Context: an optimization exercise on an open-source flow, tuned for small area and a short achievable clock period. The choices shown serve that exercise and are no tape-out recipe. Function was checked by simulation only, so behaviour that the tests miss may differ from the original. Power figures rest on the tool's default switching activity, not on a simulated workload.

Design intron_rx_framer, start of the top module:
module intron_rx_framer (
    input  wire         clk,
    input  wire         rst,             
    input  wire         soft_reset,      
    input  wire [47:0]  intron_sess,     
    input  wire         rx_valid,
    input  wire [7:0]   rx_data,
    input  wire         alloc_ok,        
    input  wire         cas_valid,
    input  wire [3:0]   cas_old,
    input  wire [3:0]   cas_new,
    input  wire         activity_clr,    
    input  wire         query_valid,     
    input  wire [7:0]   query_idx,
    input  wire         ap_take,         
    output reg  [3:0]   mode,
    output reg          cas_ok,
    output reg          associated,
    output reg          activity,
    output reg          mac_valid,
    output reg  [47:0]  mac,
    output reg  [7:0]   ap_count,
    output reg          ap_valid,
    output reg  [7:0]   ap_index,
    output reg  [127:0] ap_info,
    output reg          pkt_start,
    output wire [15:0]  pkt_len,
    output reg          pkt_wr,
    output wire [7:0]   pkt_data,
    output reg          pkt_end,
    output reg          pkt_good,
    output reg          evt_valid,
    output reg  [2:0]   evt_code,
    output wire [7:0]   evt_type,
    output wire [15:0]  evt_size
);
clock: 8.0 ns
lec_check: 0
abc_area: 1
cap_margin: 20
core_margin: 2
core_utilization: 50
cts_buf_list: sky130_fd_sc_hd__clkbuf_16
cts_cluster_diameter: 100
cts_cluster_size: 30
place_density: 0.65
setup_slack_margin: 5
slew_margin: 20
synth_hierarchical: 1
synth_minimum_keep_size: 0
standard.sh (not shown) runs the stock make flow with config.mk's settings and CLKGATE_MAP_FILE= SYNTH_SCRIPT=/design/flow/synth_recipe.tcl, a recipe that flattens the netlist after the stock synthesis.
==> flow/flow/run.sh <==
#!/bin/bash
# Standard layout, with the smallest buffer on every port.
set -euo pipefail
bash standard.sh "BUFFER_PORTS_ARGS=-buffer_cell sky130_fd_sc_hd__buf_1" finish > standard.log 2>&1
The first run ran to the end with no violations.
Rerun with:
--- a/flow/design.v
+++ b/flow/design.v
@@ -73,15 +73,14 @@
     assign pkt_len  = cnt;
     assign evt_size = cnt;
     assign evt_type = rtype;
     assign pkt_data = fbuf[7:0];
     wire        seek, hdr, hend, hp_crc_ok, hp0, hp1, hp_size, hp_sig;
     wire [7:0]  ipos1h;
     wire [3:0]  pos_inc;
-    wire [15:0] sk0s, sk1s, cnt_dec;
     wire        size_zero, plast;
     wire [7:0]  cmp_byte;
     wire [23:0] ck_tab;
     wire        e_fill, e_mac, e_dev, e_cnt, e_link_pkt, e_link_ka;
     wire        e_chk_pay, e_chk_ka, e_oos, e_evt_hdr;
     wire [2:0]  e_code;
     wire        e_pstart, e_strm, e_fix_next, e_pay_next;
@@ -90,39 +89,46 @@
     rxf_early u_early (
         .pos(pos), .pay(pay), .fixd(fixd), .strm(strm), .cnt(cnt),
         .crc(crc), .rcrc(rcrc), .rtype(rtype), .rvar(rvar),
         .lq_valid(lq_valid), .lq_idx(lq_idx), .mode(mode),
         .seek(seek), .hdr(hdr), .hend(hend), .hp_crc_ok(hp_crc_ok),
         .hp0(hp0), .hp1(hp1), .hp_size(hp_size), .hp_sig(hp_sig),
         .ipos1h(ipos1h), .pos_inc(pos_inc),
-        .sk0s(sk0s), .sk1s(sk1s), .cnt_dec(cnt_dec),
         .size_zero(size_zero), .plast(plast),
         .ka_flag(ka_flag),
         .cmp_byte(cmp_byte), .ck_tab(ck_tab),
         .e_fill(e_fill), .e_mac(e_mac), .e_dev(e_dev), .e_cnt(e_cnt),
         .e_link_pkt(e_link_pkt), .e_link_ka(e_link_ka),
         .e_chk_pay(e_chk_pay), .e_chk_ka(e_chk_ka), .e_oos(e_oos),
         .e_evt_hdr(e_evt_hdr), .e_code(e_code),
         .e_pstart(e_pstart), .e_strm(e_strm),
         .e_fix_next(e_fix_next), .e_pay_next(e_pay_next),
         .m_is1(m_is1), .m_is23(m_is23), .v_nz(v_nz), .m_dev(m_dev)
     );
+    wire [3:0]  lo0    = {1'b0, cnt[2:0]} + {1'b0, pos[2:0]};
+    wire [3:0]  lo1    = {1'b0, cnt[2:0]} + {1'b0, pos[2:0]} + 4'd1;
+    wire [12:0] hi_inc = cnt[15:3] + 13'd1;
+    wire        hi_max = &cnt[15:3];
+    wire [15:0] sk0s = ~lo0[3] ? {cnt[15:3], lo0[2:0]} :
+                  hi_max  ? 16'hFFFF : {hi_inc, lo0[2:0]};
+    wire [15:0] sk1s = ~lo1[3] ? {cnt[15:3], lo1[2:0]} :
+                  hi_max  ? 16'hFFFF : {hi_inc, lo1[2:0]};
+    wire [15:0] cnt_dec = cnt - 16'd1;
     wire take = rx_valid & ~soft_reset;
-    wire [7:0] eq_sess;
-    assign eq_sess[0] = (rx_data == INTRON0);
-    assign eq_sess[1] = (rx_data == INTRON1);
-    assign eq_sess[2] = (rx_data == intron_sess[7:0]);
-    assign eq_sess[3] = (rx_data == intron_sess[15:8]);
-    assign eq_sess[4] = (rx_data == intron_sess[23:16]);
-    assign eq_sess[5] = (rx_data == intron_sess[31:24]);
-    assign eq_sess[6] = (rx_data == intron_sess[39:32]);
-    assign eq_sess[7] = (rx_data == intron_sess[47:40]);
-    wire hit  = |(eq_sess & ipos1h);
-    wire hit1 = |(eq_sess[7:1] & ipos1h[7:1]);     
-    wire is55 = eq_sess[0];
+    wire [63:0] intron_all = {intron_sess, INTRON1, INTRON0};
+    reg  [7:0]  iexp;
+    integer k;
+    always @* begin
+        iexp = 8'd0;
+        for (k = 0; k < 8; k = k + 1)
+            iexp = iexp | ({8{ipos1h[k]}} & intron_all[8*k +: 8]);
+    end
+    wire hit  = (rx_data == iexp);
+    wire is55 = (rx_data == INTRON0);
+    wire hit1 = hit & ~ipos1h[0];                
     wire byte_ok  = (rx_data == cmp_byte);
     wire [31:0] crc_step = {8'd0, crc[31:8]} ^ rxf_tab(crc[7:0] ^ rx_data);
     function [7:0] tinv;
         input [7:0] a;
         begin
             tinv[0] = a[0] ^ a[1] ^ a[3] ^ a[5] ^ a[7];
             tinv[1] = a[1] ^ a[2] ^ a[4] ^ a[6];
@@ -284,17 +290,14 @@
     output wire        hp_crc_ok,    
     output wire        hp0,          
     output wire        hp1,          
     output wire        hp_size,      
     output wire        hp_sig,       
     output wire [7:0]  ipos1h,       
     output wire [3:0]  pos_inc,
-    output wire [15:0] sk0s,         
-    output wire [15:0] sk1s,         
-    output wire [15:0] cnt_dec,
     output wire        size_zero,
     output wire        plast,        
     output wire [7:0]  cmp_byte,     
     output wire [23:0] ck_tab,       
     output wire        e_fill,       
     output wire        e_mac,        
     output wire        e_dev,        
@@ -337,23 +340,14 @@
     genvar g;
     generate
         for (g = 0; g < 8; g = g + 1) begin : g_ipos
             assign ipos1h[g] = (pos[2:0] == g);
         end
     endgenerate
     assign pos_inc = pos + 4'd1;
-    wire [3:0]  lo0    = {1'b0, cnt[2:0]} + {1'b0, pos[2:0]};
-    wire [3:0]  lo1    = {1'b0, cnt[2:0]} + {1'b0, pos[2:0]} + 4'd1;
-    wire [12:0] hi_inc = cnt[15:3] + 13'd1;
-    wire        hi_max = &cnt[15:3];
-    assign sk0s = ~lo0[3] ? {cnt[15:3], lo0[2:0]} :
-                  hi_max  ? 16'hFFFF : {hi_inc, lo0[2:0]};
-    assign sk1s = ~lo1[3] ? {cnt[15:3], lo1[2:0]} :
-                  hi_max  ? 16'hFFFF : {hi_inc, lo1[2:0]};
-    assign cnt_dec = cnt - 16'd1;
     assign size_zero = (cnt == 16'd0);
     assign plast     = (cnt == 16'd1);
     function [31:0] rxf_tab;
         input [7:0] i;
         integer k;
         begin
             rxf_tab = {24'd0, i};
=>
- The changed run ran to the end with no violations
- maximum frequency hardly moves
- register-to-register slack gains 0.09 ns
- wire length came out lower by 3.6%
- area after synthesis is lower by 3.5%
- power is lower by 4.8%
- global-route usage is about the same
- first-iteration DRC count rises by 13%
- critical path depth went down by 13
- sequential cell count is unchanged
- core utilization is lower by 0.38 points
- design area went down by 5.1%
- worst setup slack gets better by 0.0075 ns

separate check: timing with driven ports:
In the flow no input, the clock included, has a driving cell. The finished layouts below were timed again as built, in two steps. Step 1 (the two cells are an assumption about what drives the block):
set clk [get_ports {clk}]
set_driving_cell -lib_cell sky130_fd_sc_hd__clkbuf_16 $clk
set_driving_cell -lib_cell sky130_fd_sc_hd__buf_2 [delete_from_list [all_inputs] $clk]
Step 2 adds t to the input delays and takes it off the output delays; t is the mean of the earliest and latest rising clock arrival at the registers after step 1. Input paths then give back, and output paths get back, about the clock's delay inside the block. a / b / c = ideal / step 1 / step 2; a / b = the first two.
| run | t, ns | setup WS [ns] | worst setup path at the end | pins driven straight from the clock port |
|---|---|---|---|---|
| the first run | 0.589 | 5.022 / 4.982 / 4.443 | input to register | 1 |
| the second run | 0.591 | 5.029 / 4.971 / 4.495 | input to register | 1 |
After both steps setup and hold are still met in every run listed. For the first run, which loses most, drivers alone change the setup slack by -0.040 ns; drivers and shift together by -0.579 ns.
